Context: an optimization exercise on an open-source flow, tuned for small area, a short achievable clock period and few clock cycles. The choices shown serve that exercise and are no tape-out recipe.
Function was checked by simulation only, so behaviour that the tests miss may differ from the original.
Power is estimated from default activity; no workload was simulated.

==> inputs of run a <==
==> flow/design.v (excerpt) <==
module radixconv (
    input  wire        clk,
    input  wire        rst,
    input  wire        host_valid,
    input  wire        host_we,
    input  wire        host_buf,
    input  wire [6:0]  host_addr,
    input  wire [15:0] host_wdata,
    output reg  [15:0] host_rdata
);
==> flow/config.mk <==
export PLATFORM = sky130hd
export DESIGN_NAME = radixconv
export DESIGN_NICKNAME = radixconv
export VERILOG_FILES = /design/flow/design.v
export SDC_FILE = /design/flow/constraint.sdc
export NUM_CORES = 4
export LEC_CHECK = 0
export CAP_MARGIN = 30
export CORE_MARGIN = 2
export CORE_UTILIZATION = 55
export CTS_BUF_LIST = sky130_fd_sc_hd__clkbuf_8
export SLEW_MARGIN = 30
==> flow/constraint.sdc <==
create_clock -name core_clock -period 10.0 [get_ports {clk}]
set_input_delay 2.0000 -clock core_clock [delete_from_list [all_inputs] [get_ports {clk}]]
set_output_delay 2.0000 -clock core_clock [all_outputs]
set_load 0.01 [all_outputs]
standard.sh (not shown) runs the stock make flow with config.mk's settings and CLKGATE_MAP_FILE= SYNTH_SCRIPT=/design/flow/synth_recipe.tcl, a recipe that flattens the netlist after the stock synthesis.
==> flow/flow/run.sh <==
#!/bin/bash
# The standard layout (the standard.sh: ORFS synthesis to finish), with timing repair aimed at a
# setup margin of 5.5 ns and without gate cloning. The make output goes to flow.log; ORFS keeps each
# step's own log under orfs/logs/.
set -euo pipefail
bash standard.sh SETUP_SLACK_MARGIN=5.5 SKIP_GATE_CLONING=1 finish > flow.log 2>&1
==> inputs of run b, as changes to run a <==
--- a/flow/design.v
+++ b/flow/design.v
@@ -41,10 +41,12 @@
     reg [6:0]  wpn;          
     reg [31:0] cur, nxt;     
     reg [1:0]  prime;        
     reg        son;          
     reg [4:0]  pf;           
+    reg        done_r;       
+    reg        bad_r;        
     reg [4:0]  wi;           
     reg [4:0]  wq;           
     reg [6:0]  a_end;        
     reg        src_ok;       
     reg        dst_bad;      
@@ -1055,11 +1057,14 @@
                     eng_we[ej]   = we0 & (wp[1:0] == ej[1:0]);
                     eng_widx[ej] = wp[6:2];
                     eng_wd[ej]   = d0;
                 end
             end
-            begin
+            if (bad_r) begin
+                eng_fault = 1'b1;
+                eng_code  = ERR_SYMBOL;
+            end else begin
                 case (state)
                     S_CHK: begin
                         if (width_bad) begin
                             eng_fault = 1'b1;
                             eng_code  = ERR_WIDTH;
@@ -1076,23 +1081,14 @@
                             eng_fault = 1'b1;
                             eng_code  = ERR_BOUNDS;
                         end else if (ovl_bad) begin
                             eng_fault = 1'b1;
                             eng_code  = ERR_OVERLAP;
-                        end else if (sym_bad) begin
-                            eng_fault = 1'b1;
-                            eng_code  = ERR_SYMBOL;
-                        end else if (c_done) begin
+                        end else if (done_r) begin
                             eng_finish = 1'b1;
                         end
                     end
-                    S_DIV: begin
-                        if (sym_bad) begin
-                            eng_fault = 1'b1;
-                            eng_code  = ERR_SYMBOL;
-                        end
-                    end
                     default: ;
                 endcase
             end
         end else begin
             if (state == S_CHK) begin
@@ -1216,11 +1212,13 @@
                 op_conv_any <= (w[15:12] == 4'h1) | (w[15:12] == 4'h2);
                 emit_part   <= (w[15:12] == 4'h1) | w[3];
                 state    <= S_CHK;
                 fwd      <= w_fwd;
                 fip      <= w_fip;
+                done_r   <= 1'b0;
                 son      <= 1'b0;
+                bad_r    <= 1'b0;
                 dst_bad  <= 1'b0;
                 ovl_bad  <= 1'b0;
             end
         end
         if (busy) begin
@@ -1256,10 +1254,12 @@
                 f_fit1   <= (wbits_nx <= c_t1);
                 f_fit2   <= (wbits_nx <= c_t2);
                 f_idone  <= n_idone;
                 f_ige2   <= (ins_nx >= 8'd2);
                 if (k != 2'd0) skip <= 1'b0;
+                done_r   <= c_done;
+                bad_r    <= sym_bad;
             end
             case (state)
                 S_CHK: begin
                     skip     <= 1'b0;
                     rp       <= s_rp;
==> flow/flow/run.sh (replaced) <==
#!/bin/bash
# The standard layout (the standard.sh: ORFS synthesis to finish), with timing repair aimed at a
# setup margin of 5.25 ns and without gate cloning. The make output goes to flow.log; ORFS keeps each
# step's own log under orfs/logs/.
set -euo pipefail
bash standard.sh SETUP_SLACK_MARGIN=5.25 SKIP_GATE_CLONING=1 finish > flow.log 2>&1
- CTS_BUF_LIST: sky130_fd_sc_hd__clkbuf_8 -> sky130_fd_sc_hd__clkbuf_4
- CTS_CLUSTER_DIAMETER: not set -> 50
- CTS_CLUSTER_SIZE: not set -> 8
==> run notes <==
- Fmax: run b is larger than run a (9.9%).
- Sequential power is about the same in run b and run a.
- Against run a, the cell area of run b is smaller by about 7%.
- Between run b and run a, the lower hold slack is in run a (gap 0.019 ns).
- Cell count: run b is lower than run a (8.9%).
- Between run b and run a, the lower clock power is in run b (gap 34%, measured against run a).
- Global-route usage: run a is higher than run b (1.5 points).
- Synthesized cell count: run a is higher than run b (7.6%).
- Combinational power: run a is higher than run b (6.9%).
- Against run b, the non-clock buffer count of run a is higher by 139.
==> figures <==
quantity	run b	run a
FF+latch count	1327	1325
Avg WL per Cell	32.87 um	31.63 um
Gate count of the mapped netlist	6213	6684
Portion of netlist area occupied by mux cells	0.05698	0.04870
Comb power frac	0.053	0.048
Status	timing/DRC/antenna clean	timing/DRC/antenna clean
Met1 Use GR	0.5202	0.5332
Total of clock buffers placed in the layout	216	208
Gp weighted congestion	0.9915	0.9728
Std-Cell Rows	131	132
CTS Root Buffer Type	sky130_fd_sc_hd__clkbuf_4	sky130_fd_sc_hd__clkbuf_8
Internal reg-to-reg setup slack	5.28 ns	4.74 ns
Fin crit share	0.4786	0.5258
Overall fraction of global-route tracks in use	0.3926	0.4073
Total Power	9.639 mW	11.27 mW
Routed vias	56810	60530
Initial drt markers	8196	9095
Cell internal pwr	7.342 mW	8.528 mW
Tap Count	1662	1742
Final area over synthesized area	1.0880x	1.1521x
CP max FO	19	6
Testbench counts of run a, summed over its fixed seeds: cycles 30,387.
Testbench counts of run b, summed over its fixed seeds: cycles 30,579.

==> inputs of job 470 <==
radixconv, a different RTL version from the one above (not shown whole).
clock: 10.0 ns
lec_check: 0
cap_margin: 20
core_margin: 2
core_utilization: 60
cts_buf_list: sky130_fd_sc_hd__clkbuf_8
slew_margin: 20
==> flow/flow/run.sh <==
#!/bin/bash
# The standard layout (the standard.sh: ORFS synthesis to finish), with timing repair aimed at a
# setup margin of 5.5 ns and without gate cloning. The make output goes to flow.log; ORFS keeps each
# step's own log under orfs/logs/.
set -euo pipefail
bash standard.sh SETUP_SLACK_MARGIN=5.5 SKIP_GATE_CLONING=1 finish > flow.log 2>&1
==> job 5135 (differences from job 470) <==
--- a/flow/design.v
+++ b/flow/design.v
@@ -19,14 +19,13 @@
     localparam [2:0] S_CHK   = 3'd0;    
     localparam [2:0] S_DIV   = 3'd1;    
     localparam [2:0] S_SET   = 3'd2;    
     localparam [2:0] S_CONV  = 3'd3;    
     localparam [2:0] S_ALPHA = 3'd4;    
     reg [8*BUF_SIZE-1:0] buf_mem;    
-    reg [15:0] cmdl, srcaddr, srclen, dstaddr;
-    reg [7:0]  dstlen;       
+    reg [15:0] cmdl, srcaddr, srclen, dstaddr, dstlen;
     reg        busy, done, err;
     reg [3:0]  errcode;
     reg [2:0]  state;
     reg [1:0]  div_cnt;
     reg [11:0] div_l;        
     reg [2:0]  div_r;        
@@ -48,24 +47,24 @@
     reg [4:0]  wi;           
     reg [4:0]  wq;           
     reg [6:0]  a_end;        
     reg        src_ok;       
     reg        dst_bad;      
     reg        ovl_bad;      
+    reg [5:0]  c_b;          
+    reg [5:0]  c_b2;         
     reg [5:0]  c_t1, c_t2;   
     reg [5:0]  c_off;        
     reg        f_ge1, f_ge2;    
     reg        f_eqb, f_nz;     
     reg        f_fit1, f_fit2;  
     reg        f_idone;         
     reg        f_ige2;          
     wire [3:0] op  = cmdl[15:12];
     wire [3:0] a_w = cmdl[11:8];
     wire [3:0] b_w = cmdl[7:4];
-    wire [5:0] c_b  = {2'd0, b_w};           
-    wire [5:0] c_b2 = {1'b0, b_w, 1'b0};     
     wire       p_f = cmdl[3];
     reg  op_conv;        
     reg  op_conv_any;    
     reg  emit_part;      
     wire host_wr_reg  = host_valid &  host_we & ~host_buf;
     wire host_acc_buf = host_valid & host_buf;
@@ -88,15 +87,14 @@
     wire busy_violation = busy & (host_acc_buf | wr_param | (wr_cmd & ~is_srst));
     wire cmd_illegal = wr_cmd & ~is_srst & ~err & ~busy & ~legal;
     wire cmd_accept  = wr_cmd & ~is_srst & ~err & ~busy & legal & (w != 16'h0000);
     wire       w_fwd = ~((w[15:12] == 4'h2) & (w[7:4] < w[11:8]));
     wire       w_fip = (w[15:12] == 4'h2) & w_fwd;
     wire [6:0] s_rp  = fwd ? srcaddr[6:0] : a_end;     
-    wire [4:0]  eng_ridx = (state == S_CHK) ? (fwd ? s_rp[6:2] + 5'd1 : s_rp[6:2]) :
-                           op_conv_any ? pf : wi;
-    wire [4:0]  ridx = busy ? eng_ridx : host_buf ? host_addr[6:2] : srcaddr[6:2];
+    wire [4:0]  eng_ridx = (state == S_CHK) ? s_rp[6:2] : op_conv_any ? pf : wi;
+    wire [4:0]  ridx = busy ? eng_ridx : host_addr[6:2];
     wire [31:0] bwords [0:31];
     genvar gw;
     generate
         for (gw = 0; gw < 32; gw = gw + 1) begin : g_words
             assign bwords[gw] = buf_mem[32*gw +: 32];
         end
@@ -1011,15 +1009,14 @@
     wire [6:0] wp_nx  = (nw == 2'd2) ? wp2 : (nw == 2'd1) ? wp1 : wp;
     wire [6:0] wpn_nx = (nw == 2'd2) ? wp3 : (nw == 2'd1) ? wp2 : wpn;
     wire       n_idone = (ins_nx == 8'd0);
     wire       n_ge1   = (wbits_nx >= c_b);
     wire       n_nz    = (wbits_nx != 6'd0);
     wire       c_done  = n_idone & (fwd ? (~n_ge1 & (~emit_part | ~n_nz)) : ~n_nz);
-    wire [4:0] wq_e   = (state == S_CHK) ? srcaddr[6:2] : wq;    
-    wire       a_lo_w = (wq_e == srcaddr[6:2]);
-    wire       a_hi_w = (wq_e == a_end[6:2]);
+    wire       a_lo_w = (wq == srcaddr[6:2]);
+    wire       a_hi_w = (wq == a_end[6:2]);
     reg  [3:0] a_en;
     reg  [7:0] a_val [0:3];
     reg        a_bad;
     reg  [8:0] a_t;
     integer    li;
     always @* begin
@@ -1043,13 +1040,13 @@
         eng_fault  = 1'b0;
         eng_code   = 4'd0;
         eng_finish = 1'b0;
         fin_len    = m_len;
         for (ej = 0; ej < 4; ej = ej + 1) begin
             eng_we[ej]   = 1'b0;
-            eng_widx[ej] = wq_e;
+            eng_widx[ej] = wq;
             eng_wd[ej]   = a_val[ej];
         end
         if (op_conv_any) begin
             for (ej = 0; ej < 4; ej = ej + 1) begin
                 if (wp1[1:0] == ej[1:0]) begin
                     eng_we[ej]   = we1;
@@ -1090,18 +1087,20 @@
                         end
                     end
                     default: ;
                 endcase
             end
         end else begin
-            if (state == S_CHK && !src_ok) begin
-                eng_fault = 1'b1;
-                eng_code  = ERR_BOUNDS;
-            end else if (state == S_CHK && n_zero) begin
-                eng_finish = 1'b1;
-                fin_len    = 11'd0;
+            if (state == S_CHK) begin
+                if (!src_ok) begin
+                    eng_fault = 1'b1;
+                    eng_code  = ERR_BOUNDS;
+                end else if (n_zero) begin
+                    eng_finish = 1'b1;
+                    fin_len    = 11'd0;
+                end
             end else begin
                 for (ej = 0; ej < 4; ej = ej + 1)
                     eng_we[ej] = a_en[ej];
                 if (a_bad) begin
                     eng_fault = 1'b1;
                     eng_code  = ERR_SYMBOL;
@@ -1143,38 +1142,38 @@
                     buf_mem[8*gb +: 8] <= l_wd[gb % 4];
             end
         end
     endgenerate
     reg        busy_n, done_n, err_n;
     reg [3:0]  errcode_n;
-    reg [7:0]  dstlen_n;
+    reg [15:0] dstlen_n;
     always @* begin
         busy_n    = busy;
         done_n    = done;
         err_n     = err;
         errcode_n = errcode;
         dstlen_n  = dstlen;
         if (rst || is_srst) begin
-            busy_n = 1'b0; done_n = 1'b0; err_n = 1'b0; errcode_n = 4'd0; dstlen_n = 8'd0;
+            busy_n = 1'b0; done_n = 1'b0; err_n = 1'b0; errcode_n = 4'd0; dstlen_n = 16'd0;
         end else if (busy_violation) begin
             busy_n = 1'b0; done_n = 1'b0; err_n = 1'b1; errcode_n = ERR_BUSY;
         end else if (cmd_illegal) begin
             err_n = 1'b1; errcode_n = ERR_ILLEGAL; done_n = 1'b0;
         end else if (cmd_accept) begin
             busy_n = 1'b1; done_n = 1'b0;
         end else if (eng_fault) begin
             busy_n = 1'b0; err_n = 1'b1; errcode_n = eng_code;
         end else if (eng_finish) begin
-            busy_n = 1'b0; done_n = 1'b1; dstlen_n = fin_len[7:0];
+            busy_n = 1'b0; done_n = 1'b1; dstlen_n = {5'd0, fin_len};
         end
     end
     wire        busy_e    = busy & ~eng_fault & ~eng_finish;
     wire        done_e    = eng_finish | done;
     wire        err_e     = eng_fault | err;
     wire [3:0]  errcode_e = eng_fault ? eng_code : errcode;
-    wire [15:0] dstlen_e  = {8'd0, eng_finish ? fin_len[7:0] : dstlen};
+    wire [15:0] dstlen_e  = eng_finish ? {5'd0, fin_len} : dstlen;
     wire [15:0] status_e  = {8'h00, errcode_e, 1'b0, err_e, done_e, busy_e};
     reg [15:0] reg_rd;
     always @* begin
         case (host_addr[2:0])
             3'd0: reg_rd = cmdl;
             3'd1: reg_rd = status_e;
@@ -1220,23 +1219,15 @@
                 dst_bad  <= 1'b0;
                 ovl_bad  <= 1'b0;
             end
         end
         if (busy) begin
             if (state == S_CHK) begin
-                if (!op_conv_any) begin
-                    cur   <= rword;
-                end else if (fwd) begin
-                    nxt   <= rword;
-                    prime <= 2'd2;
-                    pf    <= s_rp[6:2] + 5'd2;
-                end else begin
-                    cur   <= rword;
-                    prime <= 2'd1;
-                    pf    <= s_rp[6:2] - 5'd1;
-                end
+                cur   <= rword;
+                prime <= 2'd1;
+                pf    <= fwd ? s_rp[6:2] + 5'd1 : s_rp[6:2] - 5'd1;
             end else if (op_conv_any) begin
                 if (!primed) begin
                     if (prime == 2'd0) cur <= rword;
                     else               nxt <= rword;
                     prime <= prime + 2'd1;
                     pf    <= fwd ? pf + 5'd1 : pf - 5'd1;
@@ -1281,18 +1272,19 @@
                     f_eqb    <= 1'b0;
                     f_nz     <= 1'b0;
                     f_fit1   <= 1'b1;
                     f_fit2   <= 1'b1;
                     f_idone  <= (srclen[7:0] == 8'd0);
                     f_ige2   <= (srclen[7:0] >= 8'd2);
-                    wi      <= srcaddr[6:2] + 5'd2;
-                    wq      <= srcaddr[6:2] + 5'd1;
-                    son     <= fip;
+                    wi      <= srcaddr[6:2] + 5'd1;
+                    wq      <= srcaddr[6:2];
                     div_l   <= {4'd0, n_len[7:0]} * {8'd0, a_w};
                     div_r   <= 3'd0;
                     div_cnt <= 2'd0;
+                    c_b     <= {2'd0, b_w};
+                    c_b2    <= {1'b0, b_w, 1'b0};
                     c_off   <= fwd ? 6'd0 : ({2'd0, a_w} - {2'd0, b_w});
                     c_t1    <= (fwd ? 6'd32 : 6'd24 + {2'd0, b_w}) - {2'd0, a_w};
                     c_t2    <= (fwd ? 6'd32 : 6'd24 + {2'd0, b_w}) - {1'b0, a_w, 1'b0};
                     state   <= op_conv_any ? S_DIV : S_ALPHA;
                 end
                 S_ALPHA: begin
@@ -1300,12 +1292,13 @@
                     wq <= wi;
                 end
                 S_DIV: begin
                     div_l   <= q_nx;
                     div_r   <= r_nx;
                     div_cnt <= div_cnt + 2'd1;
+                    if (div_cnt == 2'd0) son <= fip;     
                     if (div_cnt == 2'd3) begin
                         m_inc <= emit_part & (r_nx != 3'd0);
                         state <= fip ? S_CONV : S_SET;
                     end
                 end
                 S_SET: begin
@@ -1318,11 +1311,9 @@
                     wpn   <= fwd ? dbase[6:0] + 7'd1 : (srcaddr[6:0] + m_len[6:0] - 7'd2);
                     son   <= 1'b1;
                     state <= S_CONV;
                 end
                 default: ;
             endcase
-        end else begin
-            cur <= rword;
         end
     end
 endmodule
==> flow/config.mk (replaced) <==
export PLATFORM = sky130hd
export DESIGN_NAME = radixconv
export DESIGN_NICKNAME = radixconv
export VERILOG_FILES = /design/flow/design.v
export SDC_FILE = /design/flow/constraint.sdc
export NUM_CORES = 4
export LEC_CHECK = 0
export CAP_MARGIN = 20
export CORE_MARGIN = 2
export CORE_UTILIZATION = 40
export SLEW_MARGIN = 20
==> job 2141 (differences from job 470) <==
--- a/flow/design.v
+++ b/flow/design.v
@@ -88,15 +88,14 @@
     wire busy_violation = busy & (host_acc_buf | wr_param | (wr_cmd & ~is_srst));
     wire cmd_illegal = wr_cmd & ~is_srst & ~err & ~busy & ~legal;
     wire cmd_accept  = wr_cmd & ~is_srst & ~err & ~busy & legal & (w != 16'h0000);
     wire       w_fwd = ~((w[15:12] == 4'h2) & (w[7:4] < w[11:8]));
     wire       w_fip = (w[15:12] == 4'h2) & w_fwd;
     wire [6:0] s_rp  = fwd ? srcaddr[6:0] : a_end;     
-    wire [4:0]  eng_ridx = (state == S_CHK) ? (fwd ? s_rp[6:2] + 5'd1 : s_rp[6:2]) :
-                           op_conv_any ? pf : wi;
-    wire [4:0]  ridx = busy ? eng_ridx : host_buf ? host_addr[6:2] : srcaddr[6:2];
+    wire [4:0]  eng_ridx = (state == S_CHK) ? s_rp[6:2] : op_conv_any ? pf : wi;
+    wire [4:0]  ridx = busy ? eng_ridx : host_addr[6:2];
     wire [31:0] bwords [0:31];
     genvar gw;
     generate
         for (gw = 0; gw < 32; gw = gw + 1) begin : g_words
             assign bwords[gw] = buf_mem[32*gw +: 32];
         end
@@ -1011,15 +1010,14 @@
     wire [6:0] wp_nx  = (nw == 2'd2) ? wp2 : (nw == 2'd1) ? wp1 : wp;
     wire [6:0] wpn_nx = (nw == 2'd2) ? wp3 : (nw == 2'd1) ? wp2 : wpn;
     wire       n_idone = (ins_nx == 8'd0);
     wire       n_ge1   = (wbits_nx >= c_b);
     wire       n_nz    = (wbits_nx != 6'd0);
     wire       c_done  = n_idone & (fwd ? (~n_ge1 & (~emit_part | ~n_nz)) : ~n_nz);
-    wire [4:0] wq_e   = (state == S_CHK) ? srcaddr[6:2] : wq;    
-    wire       a_lo_w = (wq_e == srcaddr[6:2]);
-    wire       a_hi_w = (wq_e == a_end[6:2]);
+    wire       a_lo_w = (wq == srcaddr[6:2]);
+    wire       a_hi_w = (wq == a_end[6:2]);
     reg  [3:0] a_en;
     reg  [7:0] a_val [0:3];
     reg        a_bad;
     reg  [8:0] a_t;
     integer    li;
     always @* begin
@@ -1043,13 +1041,13 @@
         eng_fault  = 1'b0;
         eng_code   = 4'd0;
         eng_finish = 1'b0;
         fin_len    = m_len;
         for (ej = 0; ej < 4; ej = ej + 1) begin
             eng_we[ej]   = 1'b0;
-            eng_widx[ej] = wq_e;
+            eng_widx[ej] = wq;
             eng_wd[ej]   = a_val[ej];
         end
         if (op_conv_any) begin
             for (ej = 0; ej < 4; ej = ej + 1) begin
                 if (wp1[1:0] == ej[1:0]) begin
                     eng_we[ej]   = we1;
@@ -1090,18 +1088,20 @@
                         end
                     end
                     default: ;
                 endcase
             end
         end else begin
-            if (state == S_CHK && !src_ok) begin
-                eng_fault = 1'b1;
-                eng_code  = ERR_BOUNDS;
-            end else if (state == S_CHK && n_zero) begin
-                eng_finish = 1'b1;
-                fin_len    = 11'd0;
+            if (state == S_CHK) begin
+                if (!src_ok) begin
+                    eng_fault = 1'b1;
+                    eng_code  = ERR_BOUNDS;
+                end else if (n_zero) begin
+                    eng_finish = 1'b1;
+                    fin_len    = 11'd0;
+                end
             end else begin
                 for (ej = 0; ej < 4; ej = ej + 1)
                     eng_we[ej] = a_en[ej];
                 if (a_bad) begin
                     eng_fault = 1'b1;
                     eng_code  = ERR_SYMBOL;
@@ -1220,23 +1220,15 @@
                 dst_bad  <= 1'b0;
                 ovl_bad  <= 1'b0;
             end
         end
         if (busy) begin
             if (state == S_CHK) begin
-                if (!op_conv_any) begin
-                    cur   <= rword;
-                end else if (fwd) begin
-                    nxt   <= rword;
-                    prime <= 2'd2;
-                    pf    <= s_rp[6:2] + 5'd2;
-                end else begin
-                    cur   <= rword;
-                    prime <= 2'd1;
-                    pf    <= s_rp[6:2] - 5'd1;
-                end
+                cur   <= rword;
+                prime <= 2'd1;
+                pf    <= fwd ? s_rp[6:2] + 5'd1 : s_rp[6:2] - 5'd1;
             end else if (op_conv_any) begin
                 if (!primed) begin
                     if (prime == 2'd0) cur <= rword;
                     else               nxt <= rword;
                     prime <= prime + 2'd1;
                     pf    <= fwd ? pf + 5'd1 : pf - 5'd1;
@@ -1281,15 +1273,14 @@
                     f_eqb    <= 1'b0;
                     f_nz     <= 1'b0;
                     f_fit1   <= 1'b1;
                     f_fit2   <= 1'b1;
                     f_idone  <= (srclen[7:0] == 8'd0);
                     f_ige2   <= (srclen[7:0] >= 8'd2);
-                    wi      <= srcaddr[6:2] + 5'd2;
-                    wq      <= srcaddr[6:2] + 5'd1;
-                    son     <= fip;
+                    wi      <= srcaddr[6:2] + 5'd1;
+                    wq      <= srcaddr[6:2];
                     div_l   <= {4'd0, n_len[7:0]} * {8'd0, a_w};
                     div_r   <= 3'd0;
                     div_cnt <= 2'd0;
                     c_off   <= fwd ? 6'd0 : ({2'd0, a_w} - {2'd0, b_w});
                     c_t1    <= (fwd ? 6'd32 : 6'd24 + {2'd0, b_w}) - {2'd0, a_w};
                     c_t2    <= (fwd ? 6'd32 : 6'd24 + {2'd0, b_w}) - {1'b0, a_w, 1'b0};
@@ -1300,12 +1291,13 @@
                     wq <= wi;
                 end
                 S_DIV: begin
                     div_l   <= q_nx;
                     div_r   <= r_nx;
                     div_cnt <= div_cnt + 2'd1;
+                    if (div_cnt == 2'd0) son <= fip;     
                     if (div_cnt == 2'd3) begin
                         m_inc <= emit_part & (r_nx != 3'd0);
                         state <= fip ? S_CONV : S_SET;
                     end
                 end
                 S_SET: begin
@@ -1318,11 +1310,9 @@
                     wpn   <= fwd ? dbase[6:0] + 7'd1 : (srcaddr[6:0] + m_len[6:0] - 7'd2);
                     son   <= 1'b1;
                     state <= S_CONV;
                 end
                 default: ;
             endcase
-        end else begin
-            cur <= rword;
         end
     end
 endmodule
==> flow/config.mk (replaced) <==
export PLATFORM = sky130hd
export DESIGN_NAME = radixconv
export DESIGN_NICKNAME = radixconv
export VERILOG_FILES = /design/flow/design.v
export SDC_FILE = /design/flow/constraint.sdc
export NUM_CORES = 4
export LEC_CHECK = 0
export CAP_MARGIN = 20
export CORE_MARGIN = 2
export CORE_UTILIZATION = 55
export CTS_BUF_LIST = sky130_fd_sc_hd__clkbuf_8
export SLEW_MARGIN = 20
==> job 2627 (differences from job 470) <==
--- a/flow/design.v
+++ b/flow/design.v
@@ -88,15 +88,14 @@
     wire busy_violation = busy & (host_acc_buf | wr_param | (wr_cmd & ~is_srst));
     wire cmd_illegal = wr_cmd & ~is_srst & ~err & ~busy & ~legal;
     wire cmd_accept  = wr_cmd & ~is_srst & ~err & ~busy & legal & (w != 16'h0000);
     wire       w_fwd = ~((w[15:12] == 4'h2) & (w[7:4] < w[11:8]));
     wire       w_fip = (w[15:12] == 4'h2) & w_fwd;
     wire [6:0] s_rp  = fwd ? srcaddr[6:0] : a_end;     
-    wire [4:0]  eng_ridx = (state == S_CHK) ? (fwd ? s_rp[6:2] + 5'd1 : s_rp[6:2]) :
-                           op_conv_any ? pf : wi;
-    wire [4:0]  ridx = busy ? eng_ridx : host_buf ? host_addr[6:2] : srcaddr[6:2];
+    wire [4:0]  eng_ridx = (state == S_CHK) ? s_rp[6:2] : op_conv_any ? pf : wi;
+    wire [4:0]  ridx = busy ? eng_ridx : host_addr[6:2];
     wire [31:0] bwords [0:31];
     genvar gw;
     generate
         for (gw = 0; gw < 32; gw = gw + 1) begin : g_words
             assign bwords[gw] = buf_mem[32*gw +: 32];
         end
@@ -1011,15 +1010,14 @@
     wire [6:0] wp_nx  = (nw == 2'd2) ? wp2 : (nw == 2'd1) ? wp1 : wp;
     wire [6:0] wpn_nx = (nw == 2'd2) ? wp3 : (nw == 2'd1) ? wp2 : wpn;
     wire       n_idone = (ins_nx == 8'd0);
     wire       n_ge1   = (wbits_nx >= c_b);
     wire       n_nz    = (wbits_nx != 6'd0);
     wire       c_done  = n_idone & (fwd ? (~n_ge1 & (~emit_part | ~n_nz)) : ~n_nz);
-    wire [4:0] wq_e   = (state == S_CHK) ? srcaddr[6:2] : wq;    
-    wire       a_lo_w = (wq_e == srcaddr[6:2]);
-    wire       a_hi_w = (wq_e == a_end[6:2]);
+    wire       a_lo_w = (wq == srcaddr[6:2]);
+    wire       a_hi_w = (wq == a_end[6:2]);
     reg  [3:0] a_en;
     reg  [7:0] a_val [0:3];
     reg        a_bad;
     reg  [8:0] a_t;
     integer    li;
     always @* begin
@@ -1043,13 +1041,13 @@
         eng_fault  = 1'b0;
         eng_code   = 4'd0;
         eng_finish = 1'b0;
         fin_len    = m_len;
         for (ej = 0; ej < 4; ej = ej + 1) begin
             eng_we[ej]   = 1'b0;
-            eng_widx[ej] = wq_e;
+            eng_widx[ej] = wq;
             eng_wd[ej]   = a_val[ej];
         end
         if (op_conv_any) begin
             for (ej = 0; ej < 4; ej = ej + 1) begin
                 if (wp1[1:0] == ej[1:0]) begin
                     eng_we[ej]   = we1;
@@ -1090,18 +1088,20 @@
                         end
                     end
                     default: ;
                 endcase
             end
         end else begin
-            if (state == S_CHK && !src_ok) begin
-                eng_fault = 1'b1;
-                eng_code  = ERR_BOUNDS;
-            end else if (state == S_CHK && n_zero) begin
-                eng_finish = 1'b1;
-                fin_len    = 11'd0;
+            if (state == S_CHK) begin
+                if (!src_ok) begin
+                    eng_fault = 1'b1;
+                    eng_code  = ERR_BOUNDS;
+                end else if (n_zero) begin
+                    eng_finish = 1'b1;
+                    fin_len    = 11'd0;
+                end
             end else begin
                 for (ej = 0; ej < 4; ej = ej + 1)
                     eng_we[ej] = a_en[ej];
                 if (a_bad) begin
                     eng_fault = 1'b1;
                     eng_code  = ERR_SYMBOL;
@@ -1220,23 +1220,15 @@
                 dst_bad  <= 1'b0;
                 ovl_bad  <= 1'b0;
             end
         end
         if (busy) begin
             if (state == S_CHK) begin
-                if (!op_conv_any) begin
-                    cur   <= rword;
-                end else if (fwd) begin
-                    nxt   <= rword;
-                    prime <= 2'd2;
-                    pf    <= s_rp[6:2] + 5'd2;
-                end else begin
-                    cur   <= rword;
-                    prime <= 2'd1;
-                    pf    <= s_rp[6:2] - 5'd1;
-                end
+                cur   <= rword;
+                prime <= 2'd1;
+                pf    <= fwd ? s_rp[6:2] + 5'd1 : s_rp[6:2] - 5'd1;
             end else if (op_conv_any) begin
                 if (!primed) begin
                     if (prime == 2'd0) cur <= rword;
                     else               nxt <= rword;
                     prime <= prime + 2'd1;
                     pf    <= fwd ? pf + 5'd1 : pf - 5'd1;
@@ -1281,15 +1273,14 @@
                     f_eqb    <= 1'b0;
                     f_nz     <= 1'b0;
                     f_fit1   <= 1'b1;
                     f_fit2   <= 1'b1;
                     f_idone  <= (srclen[7:0] == 8'd0);
                     f_ige2   <= (srclen[7:0] >= 8'd2);
-                    wi      <= srcaddr[6:2] + 5'd2;
-                    wq      <= srcaddr[6:2] + 5'd1;
-                    son     <= fip;
+                    wi      <= srcaddr[6:2] + 5'd1;
+                    wq      <= srcaddr[6:2];
                     div_l   <= {4'd0, n_len[7:0]} * {8'd0, a_w};
                     div_r   <= 3'd0;
                     div_cnt <= 2'd0;
                     c_off   <= fwd ? 6'd0 : ({2'd0, a_w} - {2'd0, b_w});
                     c_t1    <= (fwd ? 6'd32 : 6'd24 + {2'd0, b_w}) - {2'd0, a_w};
                     c_t2    <= (fwd ? 6'd32 : 6'd24 + {2'd0, b_w}) - {1'b0, a_w, 1'b0};
@@ -1300,12 +1291,13 @@
                     wq <= wi;
                 end
                 S_DIV: begin
                     div_l   <= q_nx;
                     div_r   <= r_nx;
                     div_cnt <= div_cnt + 2'd1;
+                    if (div_cnt == 2'd0) son <= fip;     
                     if (div_cnt == 2'd3) begin
                         m_inc <= emit_part & (r_nx != 3'd0);
                         state <= fip ? S_CONV : S_SET;
                     end
                 end
                 S_SET: begin
@@ -1318,11 +1310,9 @@
                     wpn   <= fwd ? dbase[6:0] + 7'd1 : (srcaddr[6:0] + m_len[6:0] - 7'd2);
                     son   <= 1'b1;
                     state <= S_CONV;
                 end
                 default: ;
             endcase
-        end else begin
-            cur <= rword;
         end
     end
 endmodule
==> flow/config.mk (replaced) <==
export PLATFORM = sky130hd
export DESIGN_NAME = radixconv
export DESIGN_NICKNAME = radixconv
export VERILOG_FILES = /design/flow/design.v
export SDC_FILE = /design/flow/constraint.sdc
export NUM_CORES = 4
export LEC_CHECK = 0
export CAP_MARGIN = 30
export CORE_MARGIN = 2
export CORE_UTILIZATION = 65
export CTS_BUF_LIST = sky130_fd_sc_hd__clkbuf_4
export SLEW_MARGIN = 30
==> run notes <==
Cell area reported after detailed placement: job 470 75500 µm²; job 5135 77000 µm²; job 2141 73600 µm²; job 2627 73200 µm²
Adder and majority gate portion of the synthesized area: job 470 0.0425; job 5135 0.0405; job 2141 0.0423; job 2627 0.0423
Fraction of layout cells with a size suffix above 1: job 470 0.187; job 5135 0.174; job 2141 0.197; job 2627 0.204
Final-layout clock buffer total: job 470 216; job 5135 172; job 2141 214; job 2627 487
Peak per-stage delay on the critical path: job 470 0.51 ns; job 5135 0.61 ns; job 2141 0.77 ns; job 2627 0.56 ns
Routed length on met1: job 470 98.3 mm; job 5135 112 mm; job 2141 102 mm; job 2627 88.0 mm
Final cell count without fillers: job 470 8770; job 5135 9544; job 2141 8373; job 2627 8175
Top fanout value on the critical path: job 470 19; job 5135 7; job 2141 8; job 2627 30
Worst setup endpoint: job 470 host_rdata[2]; job 5135 host_rdata[6]; job 2141 buf_mem[740]; job 2627 host_rdata[7]
Actual slew at the worst max-slew pin: job 470 1.23 ns; job 5135 1.27 ns; job 2141 1.49 ns; job 2627 1.11 ns
DR pass1 iterations: job 470 9; job 5135 10; job 2141 7; job 2627 8
Synthesized-area fraction occupied by ao, oa, aoi and oai cells: job 470 0.181; job 5135 0.172; job 2141 0.184; job 2627 0.184
Wire length of the first global-routing pass: job 470 391 mm; job 5135 425 mm; job 2141 395 mm; job 2627 371 mm
Inverter count of the layout excluding clock inverters: job 470 184; job 5135 170; job 2141 178; job 2627 178
Status: job 470 timing/DRC/antenna clean; job 5135 timing/DRC/antenna clean; job 2141 finished with violations; job 2627 timing/DRC/antenna clean
Violated checks: job 470 -; job 5135 -; job 2141 max-capacitance violations, max-slew violations; job 2627 -
Total vias in the final route: job 470 63000; job 5135 64200; job 2141 59600; job 2627 60600
Number of clock buffers inserted by TritonCTS: job 470 207; job 5135 136; job 2141 211; job 2627 341
Testbench counts of job 470, summed over its fixed seeds: cycles 30,301.
Testbench counts of job 5135, summed over its fixed seeds: cycles 30,579.
Testbench counts of job 2141, summed over its fixed seeds: cycles 30,579.
Testbench counts of job 2627, summed over its fixed seeds: cycles 30,579.

==> what the ideal ports hide <==
No port has a modelled driver above. Below, the same layouts with a new extraction and two added sets of constraints.
Step 1 assumes that a clkbuf_16 drives the clock port and a buf_2 every other input.
Step 2 also shifts input and output timing later by t, the mid clock arrival at the registers, as if the neighbouring blocks saw the same clock.
a / b / c = no drivers / after step 1 / after step 2; a / b = the first two.
| run | t (ns) | slack for setup (ns) | worst setup path at the end |
|---|---|---|---|
| run a | 1.046 | 4.742 / 4.742 / 4.015 | input to register |
| run b | 1.355 | 5.214 / 5.271 / 3.916 | input to register |
| job 470 | 1.016 | 5.047 / 5.057 / 4.040 | input to register |
| job 5135 | 0.887 | 5.315 / 5.372 / 4.485 | input to register |
| job 2141 | 1.036 | 5.314 / 5.355 / 4.319 | input to register |
| job 2627 | 1.257 | 5.180 / 5.230 / 3.973 | input to register |
For run b, which loses most, drivers alone change the setup slack by +0.057 ns; drivers and shift together by -1.298 ns.
